Context: an optimization exercise on an open-source flow, tuned for small area. The choices shown serve that exercise and are no tape-out recipe. In this exercise RTL edits were held to simulation tests only and were not proved equivalent to the original. Power and IR drop assume default switching activity.

==> run a: inputs <==
// mpl115a2_seq
module mpl115a2_seq #(
    parameter [6:0]   P_DEVADDR          = 7'h60,
    parameter integer P_CONV_WAIT_CYCLES = 1000
) (
    input  wire        clk,
    input  wire        rst,
    input  wire        h_valid,
    input  wire        h_write,
    input  wire [7:0]  h_addr,
    input  wire [31:0] h_wdata,
    input  wire [3:0]  h_be,
    output wire [31:0] h_rdata,
    output wire        h_err,
    output wire        req_valid,
    input  wire        req_ready,
    output wire        req_kind,
    output wire [6:0]  req_dev,
    output wire [1:0]  req_wlen,
    output wire [15:0] req_wdata,
    output wire [3:0]  req_rlen,
    input  wire        rsp_valid,
    input  wire        rsp_ok,
    input  wire [63:0] rsp_rdata
);
export LEC_CHECK = 0
export CAP_MARGIN = 0
export CORE_MARGIN = 2
export CORE_UTILIZATION = 60
export SLEW_MARGIN = 0
create_clock -name core_clock -period 50.0 [get_ports {clk}]
standard.sh (not shown) runs the stock make flow with config.mk's settings and CLKGATE_MAP_FILE= SYNTH_SCRIPT=/design/flow/synth_recipe.tcl, a recipe that flattens the netlist after the stock synthesis.
==> flow/flow/run.sh <==
#!/bin/bash
# The standard layout (standard.sh: the standard synthesis and the ORFS steps), with two
# changes made through ORFS's own variables: every port still gets a buffer, but the smallest
# one (buf_1); and the clock tree is built from clkbuf_4 with small sink clusters and no dummy
# loads; and timing repair at global route may downsize gates off the critical path
# (RECOVER_POWER). make's output goes to standard.log; each tool's full log is under orfs/logs/.
set -euo pipefail
export BUFFER_PORTS_ARGS="-buffer_cell sky130_fd_sc_hd__buf_1"
export CTS_ARGS="-sink_clustering_enable -repair_clock_nets -dont_use_dummy_load -buf_list sky130_fd_sc_hd__clkbuf_4 -sink_clustering_size 10 -sink_clustering_max_diameter 50"
export RECOVER_POWER=100
bash standard.sh > standard.log 2>&1
==> run b (differences from run a) <==
--- a/flow/design.v
+++ b/flow/design.v
@@ -43,13 +43,12 @@
                      S_CM   = 4'd4, S_CD   = 4'd5, S_CT = 4'd6, S_FIN = 4'd7,
                      S_COEF = 4'b1001, S_CONV = 4'b1011, S_ADC = 4'b1101, S_SETWR = 4'b1111;
     localparam [1:0] K_COEF = 2'd0, K_CONV = 2'd1, K_ADC = 2'd2, K_SET = 2'd3;
     localparam [47:0] KA  = 48'd103323 << 9;    
     localparam [47:0] KP  = 48'd185082;         
-    localparam [47:0] KT  = 48'd122497 << 21;   
-    localparam [47:0] KT0 = 48'd25 << 21;       
-    localparam [47:0] KTM = 48'd3365 << 36;     
+    localparam [47:0] KT  = 48'd122497 << 20;               
+    localparam [47:0] KT0 = ((48'd1 << 28) - 48'd93543) << 20;  
     reg [3:0]   st;
     reg [15:0]  a0_raw, b1_raw, b2_raw;
     reg [13:0]  c12_raw;
     reg [9:0]   padc, tadc;
     reg         done, valid, overrun;
@@ -117,34 +116,20 @@
         x0 = 1'b0; x1 = 1'b0; x2 = 1'b0; x3 = 1'b0;
         cload = (p == 6'd0); cinit = 1'b0;
         b_in = B[0];
         case (st)
             S_CW: begin
-                cload = (p == 6'd0) || (p == 6'd21);
-                if (p < 6'd21) begin
-                    x0 = (p == 6'd0 || idx == 5'd9) ? 1'b0 : dB;
-                    x1 = pb_i & tb_p;
-                    if (p < 6'd20) b_in = s;
-                end else begin
-                    x0 = (p == 6'd21 || idx == 5'd9) ? 1'b0 : dA;
-                    x1 = ~tb_i & KT[p];
-                    x2 = (idx == 5'd9) & KT0[p];
-                end
+                x0 = (p == 6'd0 || idx == 5'd9) ? 1'b0 : dB;
+                x1 = pb_i & tb_p;
+                if (p < 6'd20) b_in = s;
             end
             S_CH: begin
-                cload = (p == 6'd0) || (p == 6'd37);
-                if (p < 6'd37) begin
-                    x0 = (p == 6'd0 || idx == 5'd13) ? 1'b0 : dA;
-                    x1 = (cb_i & (p < 6'd20) & B[0]) ^ ((idx == 5'd13) & c12_raw[13]);
-                    cinit = (idx == 5'd13) & c12_raw[13];
-                    x2 = (tb_i & b2_p8) | ((idx == 5'd10) & KA[p]);
-                    if (idx == 5'd0 && p == 6'd36) b_in = A[1];
-                    x3 = (pb_i & b1_p9) | ((idx == 5'd10) & a0_p9);
-                end else begin
-                    x0 = A[0] & (idx != 5'd0);
-                    if (idx == 5'd0 && p != 6'd47) b_in = A[1];
-                end
+                x0 = (p == 6'd0 || idx == 5'd13) ? 1'b0 : dA;
+                x1 = (cb_i & (p < 6'd20) & B[0]) ^ ((idx == 5'd13) & c12_raw[13]);
+                cinit = (idx == 5'd13) & c12_raw[13];
+                x2 = (tb_i & b2_p8) | ((idx == 5'd10) & KA[p]);
+                x3 = (pb_i & b1_p9) | ((idx == 5'd10) & a0_p9);
             end
             S_CM: begin
                 x0 = A[0];
                 x1 = (p >= 6'd2) & d2;
                 x2 = (idx == 5'd0) & (p >= 6'd3) & d3;
@@ -153,18 +138,18 @@
                 cload = (p == 6'd0) || (p == 6'd38);
                 cinit = (p == 6'd38) & qf;
                 x0 = (p == 6'd0) ? q : dA;
             end
             S_CT: begin
-                cload = (p == 6'd0) || (p == 6'd36);
-                if (p < 6'd18) begin
+                cload = (p == 6'd0) || (p == 6'd20);
+                if (p < 6'd20) begin
                     x0 = A[0] & ~((p == 6'd0) & zf);
-                    x1 = KP[p];
+                    x1 = (idx == 5'd9) & KP[p];
                 end else begin
-                    x0 = B[0] & (p != 6'd47);
-                    x1 = KTM[p];
-                    if (p >= 6'd36) b_in = s;
+                    x0 = (p == 6'd20 || idx == 5'd9) ? 1'b0 : dA;
+                    x1 = ~tb_i & KT[p];
+                    x2 = (idx == 5'd9) & KT0[p];
                 end
             end
             default: ;
         endcase
     end
@@ -273,19 +258,19 @@
                     case (st)
                         S_WAIT: st <= S_ADC;
                         S_CW:   begin st <= S_CH; idx <= 5'd13; end
                         S_CH:   begin st <= S_CM; idx <= 5'd3; end
                         S_CM:   begin st <= S_CD; idx <= 5'd17; end
-                        S_CD:   begin st <= S_CT; idx <= 5'd0; end
+                        S_CD:   begin st <= S_CT; idx <= 5'd9; end
                         S_CT:   st <= S_FIN;
                         default: ;
                     endcase
                 end
             end
             if (st == S_FIN) begin
                 press <= A[17:0];
-                temp  <= B[23:12];
+                temp  <= A[47:36];
                 valid <= 1'b1;
                 done  <= 1'b1;
                 st    <= S_IDLE;
             end
         end
==> flow/flow/run.sh (replaced) <==
#!/bin/bash
# The standard layout (standard.sh: the standard synthesis script and the ORFS steps), with
# these changes, all made through ORFS's own variables:
#  - ABC maps the logic for area (flow/abc_area.script: five rounds of dch + amap) in place of
#    ORFS's delay-oriented abc_speed.script; a copy of ORFS's scripts folder holds the script.
#    Nothing else in the scripts changes, so the registers are the standard synthesis's.
#  - every port still gets a buffer, but the smallest one (buf_1);
#  - the clock tree uses clkbuf_4 with small sink clusters and no dummy loads;
# make's output goes to standard.log; each tool's full log is under orfs/logs/.
set -euo pipefail
rm -rf scripts
cp -r "$FLOW_HOME/scripts" scripts
cp flow/abc_area.script scripts/abc_speed.script
export SCRIPTS_DIR="$PWD/scripts"
export BUFFER_PORTS_ARGS="-buffer_cell sky130_fd_sc_hd__buf_1"
export CTS_ARGS="-sink_clustering_enable -repair_clock_nets -dont_use_dummy_load -buf_list sky130_fd_sc_hd__clkbuf_4 -sink_clustering_size 10 -sink_clustering_max_diameter 50"
bash standard.sh > standard.log 2>&1
==> flow/flow/abc_area.script (new file) <==
strash
dch
amap
strash
dch
amap
strash
dch
amap
strash
dch
amap
strash
dch
amap
==> qor summary <==
Status: run a failed layout checks; run b complete, no violations
Layout check failures: run a max-capacitance violations, max-slew violations; run b -
Netlist area before placement: run a 9996 um^2; run b 9011 um^2
Maximum number of pins on one net before global-route repair: run a 80; run b 100
Clock transition at the registers of the reported paths: run a 100 ps; run b 90 ps
Pin slew with the least headroom to its limit: run a 3521 ps; run b 1298 ps
Routed via count divided by cell count: run a 6.031; run b 6.437
Critical path buffer and inverter count: run a 2; run b 5
Wire length reported by the detailed router: run a 29000 um; run b 28660 um
Reg power frac: run a 64.3%; run b 65.3%
Clock buffer and inverter area fraction after layout: run a 1.894%; run b 2.005%
Setup slack on the worst flop-to-flop path: run a 45340 ps; run b 45000 ps
DR pass1 iterations: run a 9; run b 7
P_comb: run a 14.9 uW; run b 18.6 uW
Detailed-routed wire length on met3: run a 2678 um; run b 3165 um
Cell Int Power: run a 200.2 uW; run b 206.6 uW
Xor-xnor portion of the synthesized cell area: run a 0.9638%; run b 0%
HP Start: run a A[26]; run b B[19]
Die Y: run a 133.1 um; run b 126.6 um
Pre-CTS WS: run a 27660 ps; run b 27330 ps
Worst-path maximum fanout: run a 32; run b 14
Area fraction of the dominant cell type after synthesis: run a 41.66%; run b 46.21%
Multi-input combinational area share: run a 47.87%; run b 42.65%
Met2 wire len: run a 12770 um; run b 13140 um
Number of ordinary inverters in the final layout: run a 25; run b 85

---

==> harbor <==
==> flow/design.v <==
module mpl115a2_comp (
    input  wire       clk,
    input  wire       cload,    
    input  wire       cinit,
    input  wire       x0,
    input  wire       x1,
    input  wire       x2,
    input  wire       x3,
    output wire       s
);
    reg  [1:0] c;
    wire [1:0] ci  = cload ? {1'b0, cinit} : c;
    wire [2:0] sum = x0 + x1 + x2 + x3 + ci;
    assign s = sum[0];
    always @(posedge clk) c <= sum[2:1];
endmodule
module mpl115a2_seq #(
    parameter [6:0]   P_DEVADDR          = 7'h60,
    parameter integer P_CONV_WAIT_CYCLES = 1000
) (
    input  wire        clk,
    input  wire        rst,
    input  wire        h_valid,
    input  wire        h_write,
    input  wire [7:0]  h_addr,
    input  wire [31:0] h_wdata,
    input  wire [3:0]  h_be,
    output wire [31:0] h_rdata,
    output wire        h_err,
    output wire        req_valid,
    input  wire        req_ready,
    output wire        req_kind,
    output wire [6:0]  req_dev,
    output wire [1:0]  req_wlen,
    output wire [15:0] req_wdata,
    output wire [3:0]  req_rlen,
    input  wire        rsp_valid,
    input  wire        rsp_ok,
    input  wire [63:0] rsp_rdata
);
    localparam integer WAIT_PASSES = (P_CONV_WAIT_CYCLES + 47) / 48;
    localparam [3:0] S_IDLE = 4'd0, S_WAIT = 4'd1, S_CW = 4'd2, S_CH = 4'd3,
                     S_CM   = 4'd4, S_CD   = 4'd5, S_CT = 4'd6, S_FIN = 4'd7,
                     S_COEF = 4'b1001, S_CONV = 4'b1011, S_ADC = 4'b1101, S_SETWR = 4'b1111;
    localparam [1:0] K_COEF = 2'd0, K_CONV = 2'd1, K_ADC = 2'd2, K_SET = 2'd3;
    localparam [47:0] KA  = 48'd103323 << 9;    
    localparam [47:0] KP  = 48'd185082;         
    localparam [47:0] KT  = 48'd122497 << 21;   
    localparam [47:0] KT0 = 48'd25 << 21;       
    localparam [47:0] KTM = 48'd3365 << 36;     
    reg [3:0]   st;
    reg [15:0]  a0_raw, b1_raw, b2_raw;
    reg [13:0]  c12_raw;
    reg [9:0]   padc, tadc;
    reg [1:0]   l_addr;
    reg [7:0]   l_data;
    reg         done, valid, overrun;
    reg [2:0]   ek;
    reg [17:0]  press;
    reg [11:0]  temp;
    reg [5:0]   p;
    reg [4:0]   idx;
    reg [47:0]  A;
    reg [23:0]  B;
    reg         dA, dB, d2, d3, zf, qf;
    wire busy = (st != S_IDLE);
    wire err  = (ek != 3'd0);
    wire [3:0] errstage = ek[2] & ek[1] ? 4'd1 : {1'b0, ek};
    wire [3:0] errcode  = (ek == 3'd6) ? 4'd4 : (ek == 3'd7) ? 4'd3 :
                          {2'b00, ek[0], err & ~ek[0]};
    wire        txn  = st[3];
    wire [1:0]  kind = st[2:1];
    wire h_legal   = (h_addr[1:0] == 2'b00) && (h_be == 4'b1111);
    wire cmd_write = h_valid && h_write && h_legal && (h_addr == 8'h00);
    reg [31:0] rd_mux;
    always @(*) begin
        case (h_addr)
            8'h04: rd_mux = {16'd0, errstage, errcode, 3'd0, overrun, valid, err, done, busy};
            8'h08: rd_mux = {{14{press[17]}}, press};
            8'h0C: rd_mux = {{20{temp[11]}}, temp};
            8'h10: rd_mux = {25'd0, P_DEVADDR};
            8'h14: rd_mux = {6'd0, tadc, 6'd0, padc};
            8'h18: rd_mux = {b1_raw, a0_raw};
            8'h1C: rd_mux = {2'd0, c12_raw, b2_raw};
            default: rd_mux = 32'd0;
        endcase
    end
    assign h_rdata = h_legal ? rd_mux : 32'd0;
    assign h_err   = !h_legal;
    wire is_measure = (h_wdata == 32'h0000_0001);
    wire is_setreg  = (h_wdata[7:0] == 8'h02) && (h_wdata[31:24] == 8'h00);
    wire [7:0] cmd_addr = h_wdata[15:8];
    wire [7:0] cmd_data = h_wdata[23:16];
    assign req_valid = txn & st[0];
    assign req_dev   = P_DEVADDR;
    assign req_kind  = ~kind[0];                        
    assign req_wlen  = {kind[0], ~kind[0]};
    assign req_rlen  = {kind == K_COEF, kind == K_ADC, 2'b00};
    assign req_wdata = kind[1] ? (kind[0] ? {l_data, 6'd0, l_addr} : 16'h0000)
                               : (kind[0] ? 16'h0012 : 16'h0004);
    wire rsp_take = rsp_valid && txn && !st[0];
    wire rsp_good = rsp_take && rsp_ok;
    wire pe = (p == 6'd47);
    wire [4:0] i = idx;
    wire tb_i = (i < 5'd10) ? tadc[i[3:0]] : 1'b0;
    wire pb_i = (i < 5'd10) ? padc[i[3:0]] : 1'b0;
    wire cb_i = (i < 5'd14) ? c12_raw[i[3:0]] : 1'b0;
    wire tb_p = (p < 6'd10) ? tadc[p[3:0]] : 1'b0;
    wire [5:0] j8 = p - 6'd8;
    wire [5:0] j9 = p - 6'd9;
    wire b2_p8 = (p < 6'd8) ? 1'b0 : (j8 > 6'd15) ? b2_raw[15] : b2_raw[j8[3:0]];
    wire b1_p9 = (p < 6'd9) ? 1'b0 : (j9 > 6'd15) ? b1_raw[15] : b1_raw[j9[3:0]];
    wire a0_p9 = (p < 6'd9) ? 1'b0 : (j9 > 6'd15) ? a0_raw[15] : a0_raw[j9[3:0]];
    wire q = A[47] | (A[37] & (&A[46:38]));
    reg x0, x1, x2, x3, cload, cinit, b_in;
    wire s;
    always @(*) begin
        x0 = 1'b0; x1 = 1'b0; x2 = 1'b0; x3 = 1'b0;
        cload = (p == 6'd0); cinit = 1'b0;
        b_in = B[0];
        case (st)
            S_CW: begin
                cload = (p == 6'd0) || (p == 6'd21);
                if (p < 6'd21) begin
                    x0 = (p == 6'd0 || idx == 5'd9) ? 1'b0 : dB;
                    x1 = pb_i & tb_p;
                    if (p < 6'd20) b_in = s;
                end else begin
                    x0 = (p == 6'd21 || idx == 5'd9) ? 1'b0 : dA;
                    x1 = ~tb_i & KT[p];
                    x2 = (idx == 5'd9) & KT0[p];
                end
            end
            S_CH: begin
                cload = (p == 6'd0) || (p == 6'd37);
                if (p < 6'd37) begin
                    x0 = (p == 6'd0 || idx == 5'd13) ? 1'b0 : dA;
                    x1 = (cb_i & (p < 6'd20) & B[0]) ^ ((idx == 5'd13) & c12_raw[13]);
                    cinit = (idx == 5'd13) & c12_raw[13];
                    x2 = (tb_i & b2_p8) | ((idx == 5'd10) & KA[p]);
                    if (idx == 5'd0 && p == 6'd36) b_in = A[1];
                    x3 = (pb_i & b1_p9) | ((idx == 5'd10) & a0_p9);
                end else begin
                    x0 = A[0] & (idx != 5'd0);
                    if (idx == 5'd0 && p != 6'd47) b_in = A[1];
                end
            end
            S_CM: begin
                x0 = A[0];
                x1 = (p >= 6'd2) & d2;
                x2 = (idx == 5'd0) & (p >= 6'd3) & d3;
            end
            S_CD: begin
                cload = (p == 6'd0) || (p == 6'd38);
                cinit = (p == 6'd38) & qf;
                x0 = (p == 6'd0) ? q : dA;
            end
            S_CT: begin
                cload = (p == 6'd0) || (p == 6'd36);
                if (p < 6'd18) begin
                    x0 = A[0] & ~((p == 6'd0) & zf);
                    x1 = KP[p];
                end else begin
                    x0 = B[0] & (p != 6'd47);
                    x1 = KTM[p];
                    if (p >= 6'd36) b_in = s;
                end
            end
            default: ;
        endcase
    end
    mpl115a2_comp u_add (
        .clk(clk), .cload(cload), .cinit(cinit),
        .x0(x0), .x1(x1), .x2(x2), .x3(x3), .s(s)
    );
    always @(posedge clk) begin
        A  <= {s, A[47:1]};
        B  <= {b_in, B[23:1]};
        dA <= A[0];
        dB <= B[0];
        d2 <= dA;
        d3 <= d2;
        if (st == S_CD && p == 6'd0) qf <= q;
        if (st == S_CD && idx == 5'd0) begin
            if (p == 6'd18)     zf <= ~s;
            else if (p > 6'd18) zf <= zf & ~s;
        end
    end
    wire p_clr = rsp_good && (kind == K_CONV || kind == K_ADC);
    always @(posedge clk) begin
        if (rst) begin
            st       <= S_IDLE;
            a0_raw   <= 16'd0;
            b1_raw   <= 16'd0;
            b2_raw   <= 16'd0;
            c12_raw  <= 14'd0;
            padc     <= 10'd0;
            tadc     <= 10'd0;
            done     <= 1'b0;
            valid    <= 1'b0;
            overrun  <= 1'b0;
            ek       <= 3'd0;
            press    <= 18'd0;
            temp     <= 12'd0;
            p        <= 6'd0;
            idx      <= 5'd0;
        end else begin
            p <= (pe || p_clr) ? 6'd0 : p + 6'd1;
            if (req_valid && req_ready)
                st[0] <= 1'b0;
            if (cmd_write) begin
                if (busy) begin
                    overrun <= 1'b1;
                end else begin
                    done    <= 1'b0;
                    ek      <= 3'd0;
                    overrun <= 1'b0;
                    if (is_measure) begin
                        valid <= 1'b0;
                        st    <= S_COEF;
                    end else if (is_setreg) begin
                        l_addr <= cmd_addr[1:0];
                        l_data <= cmd_data;
                        if (cmd_addr > 8'h02) begin
                            done <= 1'b1;
                            ek   <= 3'd7;
                        end else begin
                            st <= S_SETWR;
                        end
                    end else begin
                        done <= 1'b1;
                        ek   <= 3'd6;
                    end
                end
            end
            if (rsp_take) begin
                if (!rsp_ok) begin
                    st   <= S_IDLE;
                    done <= 1'b1;
                    ek   <= {1'b0, kind} + 3'd2;      
                end else begin
                    case (kind)
                        K_COEF: begin
                            a0_raw  <= {rsp_rdata[7:0],   rsp_rdata[15:8]};
                            b1_raw  <= {rsp_rdata[23:16], rsp_rdata[31:24]};
                            b2_raw  <= {rsp_rdata[39:32], rsp_rdata[47:40]};
                            c12_raw <= {rsp_rdata[55:48], rsp_rdata[63:58]};
                            st      <= S_CONV;
                        end
                        K_CONV: begin
                            st  <= S_WAIT;
                            idx <= WAIT_PASSES[4:0] - 5'd1;
                        end
                        K_ADC: begin
                            padc <= {rsp_rdata[7:0],   rsp_rdata[15:14]};
                            tadc <= {rsp_rdata[23:16], rsp_rdata[31:30]};
                            st   <= S_CW;
                            idx  <= 5'd9;
                        end
                        default: begin
                            st   <= S_IDLE;
                            done <= 1'b1;
                        end
                    endcase
                end
            end
            if (pe && !txn) begin
                idx <= idx - 5'd1;
                if (idx == 5'd0) begin
                    case (st)
                        S_WAIT: st <= S_ADC;
                        S_CW:   begin st <= S_CH; idx <= 5'd13; end
                        S_CH:   begin st <= S_CM; idx <= 5'd3; end
                        S_CM:   begin st <= S_CD; idx <= 5'd17; end
                        S_CD:   begin st <= S_CT; idx <= 5'd0; end
                        S_CT:   st <= S_FIN;
                        default: ;
                    endcase
                end
            end
            if (st == S_FIN) begin
                press <= A[17:0];
                temp  <= B[23:12];
                valid <= 1'b1;
                done  <= 1'b1;
                st    <= S_IDLE;
            end
        end
    end
endmodule
==> flow/flow/run.sh <==
#!/bin/bash
# The standard layout (standard.sh: the standard synthesis and the ORFS steps), with two
# changes made through ORFS's own variables: every port still gets a buffer, but the smallest
# one (buf_1); and the clock tree is built from clkbuf_4 with small sink clusters and no dummy
# loads. make's output goes to standard.log; each tool's full log is under orfs/logs/.
set -euo pipefail
export BUFFER_PORTS_ARGS="-buffer_cell sky130_fd_sc_hd__buf_1"
export CTS_ARGS="-sink_clustering_enable -repair_clock_nets -dont_use_dummy_load -buf_list sky130_fd_sc_hd__clkbuf_4 -sink_clustering_size 10 -sink_clustering_max_diameter 50"
bash standard.sh > standard.log 2>&1
==> flow/standard.sh <==
#!/bin/bash
# synth_recipe.tcl (not shown) runs the flow's synth.tcl, then flattens the netlist and writes it again
# the make line also repeats each setting of config.mk as NAME=value (left out here)
make -C /OpenROAD-flow-scripts/flow DESIGN_CONFIG=/design/flow/config.mk WORK_HOME=/design/flow/orfs CLKGATE_MAP_FILE= SYNTH_SCRIPT=/design/flow/synth_recipe.tcl "${@:-finish}"
==> flow/config.mk <==
export PLATFORM = sky130hd
export DESIGN_NAME = mpl115a2_seq
export DESIGN_NICKNAME = mpl115a2_seq
export VERILOG_FILES = /design/flow/design.v
export SDC_FILE = /design/flow/constraint.sdc
export NUM_CORES = 4
export LEC_CHECK = 0
export CAP_MARGIN = 0
export CORE_MARGIN = 2
export CORE_UTILIZATION = 60
export SLEW_MARGIN = 0
==> flow/constraint.sdc <==
create_clock -name core_clock -period 50.0 [get_ports {clk}]
set_input_delay 10.0000 -clock core_clock [delete_from_list [all_inputs] [get_ports {clk}]]
set_output_delay 10.0000 -clock core_clock [all_outputs]
set_load 0.01 [all_outputs]
==> nickel: changes against harbor <==
--- a/flow/design.v
+++ b/flow/design.v
@@ -41,18 +41,15 @@
     localparam integer WAIT_PASSES = (P_CONV_WAIT_CYCLES + 47) / 48;
     localparam [3:0] S_IDLE = 4'd0, S_WAIT = 4'd1, S_CW = 4'd2, S_CH = 4'd3,
-                     S_CM   = 4'd4, S_CD   = 4'd5, S_CT = 4'd6, S_FIN = 4'd7,
+                     S_CM   = 4'd4, S_CD   = 4'd5, S_CT = 4'd6,
                      S_COEF = 4'b1001, S_CONV = 4'b1011, S_ADC = 4'b1101, S_SETWR = 4'b1111;
     localparam [1:0] K_COEF = 2'd0, K_CONV = 2'd1, K_ADC = 2'd2, K_SET = 2'd3;
     localparam [47:0] KA  = 48'd103323 << 9;    
     localparam [47:0] KP  = 48'd185082;         
-    localparam [47:0] KT  = 48'd122497 << 21;   
-    localparam [47:0] KT0 = 48'd25 << 21;       
-    localparam [47:0] KTM = 48'd3365 << 36;     
+    localparam [47:0] KT  = 48'd122497 << 20;               
+    localparam [47:0] KT0 = ((48'd1 << 28) - 48'd93543) << 20;  
     reg [3:0]   st;
     reg [15:0]  a0_raw, b1_raw, b2_raw;
     reg [13:0]  c12_raw;
     reg [9:0]   padc, tadc;
-    reg [1:0]   l_addr;
-    reg [7:0]   l_data;
     reg         done, valid, overrun;
     reg [2:0]   ek;
@@ -97,8 +94,9 @@
     assign req_wlen  = {kind[0], ~kind[0]};
     assign req_rlen  = {kind == K_COEF, kind == K_ADC, 2'b00};
-    assign req_wdata = kind[1] ? (kind[0] ? {l_data, 6'd0, l_addr} : 16'h0000)
+    assign req_wdata = kind[1] ? (kind[0] ? {idx[3:0], d2, d3, zf, qf, 6'd0, idx[4], dB} : 16'h0000)
                                : (kind[0] ? 16'h0012 : 16'h0004);
     wire rsp_take = rsp_valid && txn && !st[0];
     wire rsp_good = rsp_take && rsp_ok;
+    wire set_ld = cmd_write && !busy && !is_measure && is_setreg && (cmd_addr <= 8'h02);
     wire pe = (p == 6'd47);
     wire [4:0] i = idx;
@@ -107,9 +105,10 @@
     wire cb_i = (i < 5'd14) ? c12_raw[i[3:0]] : 1'b0;
     wire tb_p = (p < 6'd10) ? tadc[p[3:0]] : 1'b0;
-    wire [5:0] j8 = p - 6'd8;
-    wire [5:0] j9 = p - 6'd9;
-    wire b2_p8 = (p < 6'd8) ? 1'b0 : (j8 > 6'd15) ? b2_raw[15] : b2_raw[j8[3:0]];
-    wire b1_p9 = (p < 6'd9) ? 1'b0 : (j9 > 6'd15) ? b1_raw[15] : b1_raw[j9[3:0]];
-    wire a0_p9 = (p < 6'd9) ? 1'b0 : (j9 > 6'd15) ? a0_raw[15] : a0_raw[j9[3:0]];
+    wire [63:0] b2_x = {{40{b2_raw[15]}}, b2_raw, 8'd0};
+    wire [63:0] b1_x = {{39{b1_raw[15]}}, b1_raw, 9'd0};
+    wire [63:0] a0_x = {{39{a0_raw[15]}}, a0_raw, 9'd0};
+    wire b2_p8 = b2_x[p];
+    wire b1_p9 = b1_x[p];
+    wire a0_p9 = a0_x[p];
     wire q = A[47] | (A[37] & (&A[46:38]));
     reg x0, x1, x2, x3, cload, cinit, b_in;
@@ -121,28 +120,14 @@
         case (st)
             S_CW: begin
-                cload = (p == 6'd0) || (p == 6'd21);
-                if (p < 6'd21) begin
-                    x0 = (p == 6'd0 || idx == 5'd9) ? 1'b0 : dB;
-                    x1 = pb_i & tb_p;
-                    if (p < 6'd20) b_in = s;
-                end else begin
-                    x0 = (p == 6'd21 || idx == 5'd9) ? 1'b0 : dA;
-                    x1 = ~tb_i & KT[p];
-                    x2 = (idx == 5'd9) & KT0[p];
-                end
+                x0 = (p == 6'd0 || idx == 5'd9) ? 1'b0 : dB;
+                x1 = pb_i & tb_p;
+                if (p < 6'd20) b_in = s;
             end
             S_CH: begin
-                cload = (p == 6'd0) || (p == 6'd37);
-                if (p < 6'd37) begin
-                    x0 = (p == 6'd0 || idx == 5'd13) ? 1'b0 : dA;
-                    x1 = (cb_i & (p < 6'd20) & B[0]) ^ ((idx == 5'd13) & c12_raw[13]);
-                    cinit = (idx == 5'd13) & c12_raw[13];
-                    x2 = (tb_i & b2_p8) | ((idx == 5'd10) & KA[p]);
-                    if (idx == 5'd0 && p == 6'd36) b_in = A[1];
-                    x3 = (pb_i & b1_p9) | ((idx == 5'd10) & a0_p9);
-                end else begin
-                    x0 = A[0] & (idx != 5'd0);
-                    if (idx == 5'd0 && p != 6'd47) b_in = A[1];
-                end
+                x0 = (p == 6'd0 || idx == 5'd13) ? 1'b0 : dA;
+                x1 = (cb_i & (p < 6'd20) & B[0]) ^ ((idx == 5'd13) & c12_raw[13]);
+                cinit = (idx == 5'd13) & c12_raw[13];
+                x2 = (tb_i & b2_p8) | ((idx == 5'd10) & KA[p]);
+                x3 = (pb_i & b1_p9) | ((idx == 5'd10) & a0_p9);
             end
             S_CM: begin
@@ -157,12 +142,12 @@
             end
             S_CT: begin
-                cload = (p == 6'd0) || (p == 6'd36);
-                if (p < 6'd18) begin
+                cload = (p == 6'd0) || (p == 6'd20);
+                if (p < 6'd20) begin
                     x0 = A[0] & ~((p == 6'd0) & zf);
-                    x1 = KP[p];
+                    x1 = (idx == 5'd9) & KP[p];
                 end else begin
-                    x0 = B[0] & (p != 6'd47);
-                    x1 = KTM[p];
-                    if (p >= 6'd36) b_in = s;
+                    x0 = (p == 6'd20 || idx == 5'd9) ? 1'b0 : dA;
+                    x1 = ~tb_i & KT[p];
+                    x2 = (idx == 5'd9) & KT0[p];
                 end
             end
@@ -178,11 +163,16 @@
         B  <= {b_in, B[23:1]};
         dA <= A[0];
-        dB <= B[0];
-        d2 <= dA;
-        d3 <= d2;
-        if (st == S_CD && p == 6'd0) qf <= q;
-        if (st == S_CD && idx == 5'd0) begin
-            if (p == 6'd18)     zf <= ~s;
-            else if (p > 6'd18) zf <= zf & ~s;
+        if (set_ld) begin
+            {d2, d3, zf, qf} <= h_wdata[19:16];
+            dB <= h_wdata[8];
+        end else if (st[3:1] != 3'b111) begin
+            dB <= B[0];
+            d2 <= dA;
+            d3 <= d2;
+            if (st == S_CD && p == 6'd0) qf <= q;
+            if (st == S_CD && idx == 5'd0) begin
+                if (p == 6'd18)     zf <= ~s;
+                else if (p > 6'd18) zf <= zf & ~s;
+            end
         end
     end
@@ -220,6 +210,5 @@
                         st    <= S_COEF;
                     end else if (is_setreg) begin
-                        l_addr <= cmd_addr[1:0];
-                        l_data <= cmd_data;
+                        idx <= {cmd_addr[1], cmd_data[7:4]};
                         if (cmd_addr > 8'h02) begin
                             done <= 1'b1;
@@ -265,5 +254,5 @@
                 end
             end
-            if (pe && !txn) begin
+            if (pe && !txn && busy) begin
                 idx <= idx - 5'd1;
                 if (idx == 5'd0) begin
@@ -273,17 +262,16 @@
                         S_CH:   begin st <= S_CM; idx <= 5'd3; end
                         S_CM:   begin st <= S_CD; idx <= 5'd17; end
-                        S_CD:   begin st <= S_CT; idx <= 5'd0; end
-                        S_CT:   st <= S_FIN;
+                        S_CD:   begin st <= S_CT; idx <= 5'd9; end
+                        S_CT: begin
+                            press <= A[18:1];
+                            temp  <= {s, A[47:37]};
+                            valid <= 1'b1;
+                            done  <= 1'b1;
+                            st    <= S_IDLE;
+                        end
                         default: ;
                     endcase
                 end
             end
-            if (st == S_FIN) begin
-                press <= A[17:0];
-                temp  <= B[23:12];
-                valid <= 1'b1;
-                done  <= 1'b1;
-                st    <= S_IDLE;
-            end
         end
     end
==> flow/flow/run.sh (replaced) <==
#!/bin/bash
# The standard layout (standard.sh: the standard synthesis script and the ORFS steps), with
# these changes, all made through ORFS's own variables:
#  - ABC maps the logic for area (flow/abc_area.script: five rounds of dch + amap) in place of
#    ORFS's delay-oriented abc_speed.script; a copy of ORFS's scripts folder holds the script.
#    Nothing else in the scripts changes, so the registers are the standard synthesis's.
#  - every port still gets a buffer, but the smallest one (buf_1);
#  - the clock tree uses clkbuf_4 with small sink clusters and no dummy loads;
# make's output goes to standard.log; each tool's full log is under orfs/logs/.
set -euo pipefail
rm -rf scripts
cp -r "$FLOW_HOME/scripts" scripts
cp flow/abc_area.script scripts/abc_speed.script
export SCRIPTS_DIR="$PWD/scripts"
export BUFFER_PORTS_ARGS="-buffer_cell sky130_fd_sc_hd__buf_1"
export CTS_ARGS="-sink_clustering_enable -repair_clock_nets -dont_use_dummy_load -buf_list sky130_fd_sc_hd__clkbuf_4 -sink_clustering_size 10 -sink_clustering_max_diameter 50"
bash standard.sh > standard.log 2>&1
==> flow/flow/abc_area.script (new file) <==
strash
dch
amap
strash
dch
amap
strash
dch
amap
strash
dch
amap
strash
dch
amap
==> run summary <==
Of harbor and nickel, nickel has the higher global-route usage (gap 3.5 points). In harbor the synthesized cell count is larger than in nickel, by 14%. Against nickel, the clock power of harbor is higher by about 3%. In nickel the combinational power is smaller than in harbor, by about 8%. In harbor the worst setup slack is better than in nickel, by 0.69 ns. In clock-buffer cell count, nickel and harbor do not differ.

## afterwards: timing with drivers on the ports
Ports are ideal in the flow. The routed layouts listed here were re-timed in OpenROAD. Step 1 (the two cells are an assumption about what drives the block):
set clk [get_ports {clk}]
set_driving_cell -lib_cell sky130_fd_sc_hd__clkbuf_16 $clk
set_driving_cell -lib_cell sky130_fd_sc_hd__buf_2 [delete_from_list [all_inputs] $clk]
Step 2 also shifts input and output timing later by t, the mid clock arrival at the registers, as if the neighbouring blocks saw the same clock. a / b / c = ideal ports / drivers / drivers and shift; a / b = the first two.
run	shift t [ns]	setup WS [ns]	hold WS [ns]	worst setup path after step 2	worst data-port slew with drivers (ns)
run a	0.676	27.576 / 27.556 / 27.556	0.300 / 0.300 / 0.300	input to output	0.05
run b	0.667	27.244 / 27.222 / 27.222	0.320 / 0.320 / 0.320	input to output	0.05
harbor	0.691	27.536 / 27.507 / 27.507	0.333 / 0.333 / 0.333	input to output	0.04
nickel	0.671	26.844 / 26.824 / 26.824	0.330 / 0.330 / 0.330	input to output	0.04
The setup slack of harbor, which loses most, moves by -0.029 ns with the drivers and by -0.029 ns with both steps.
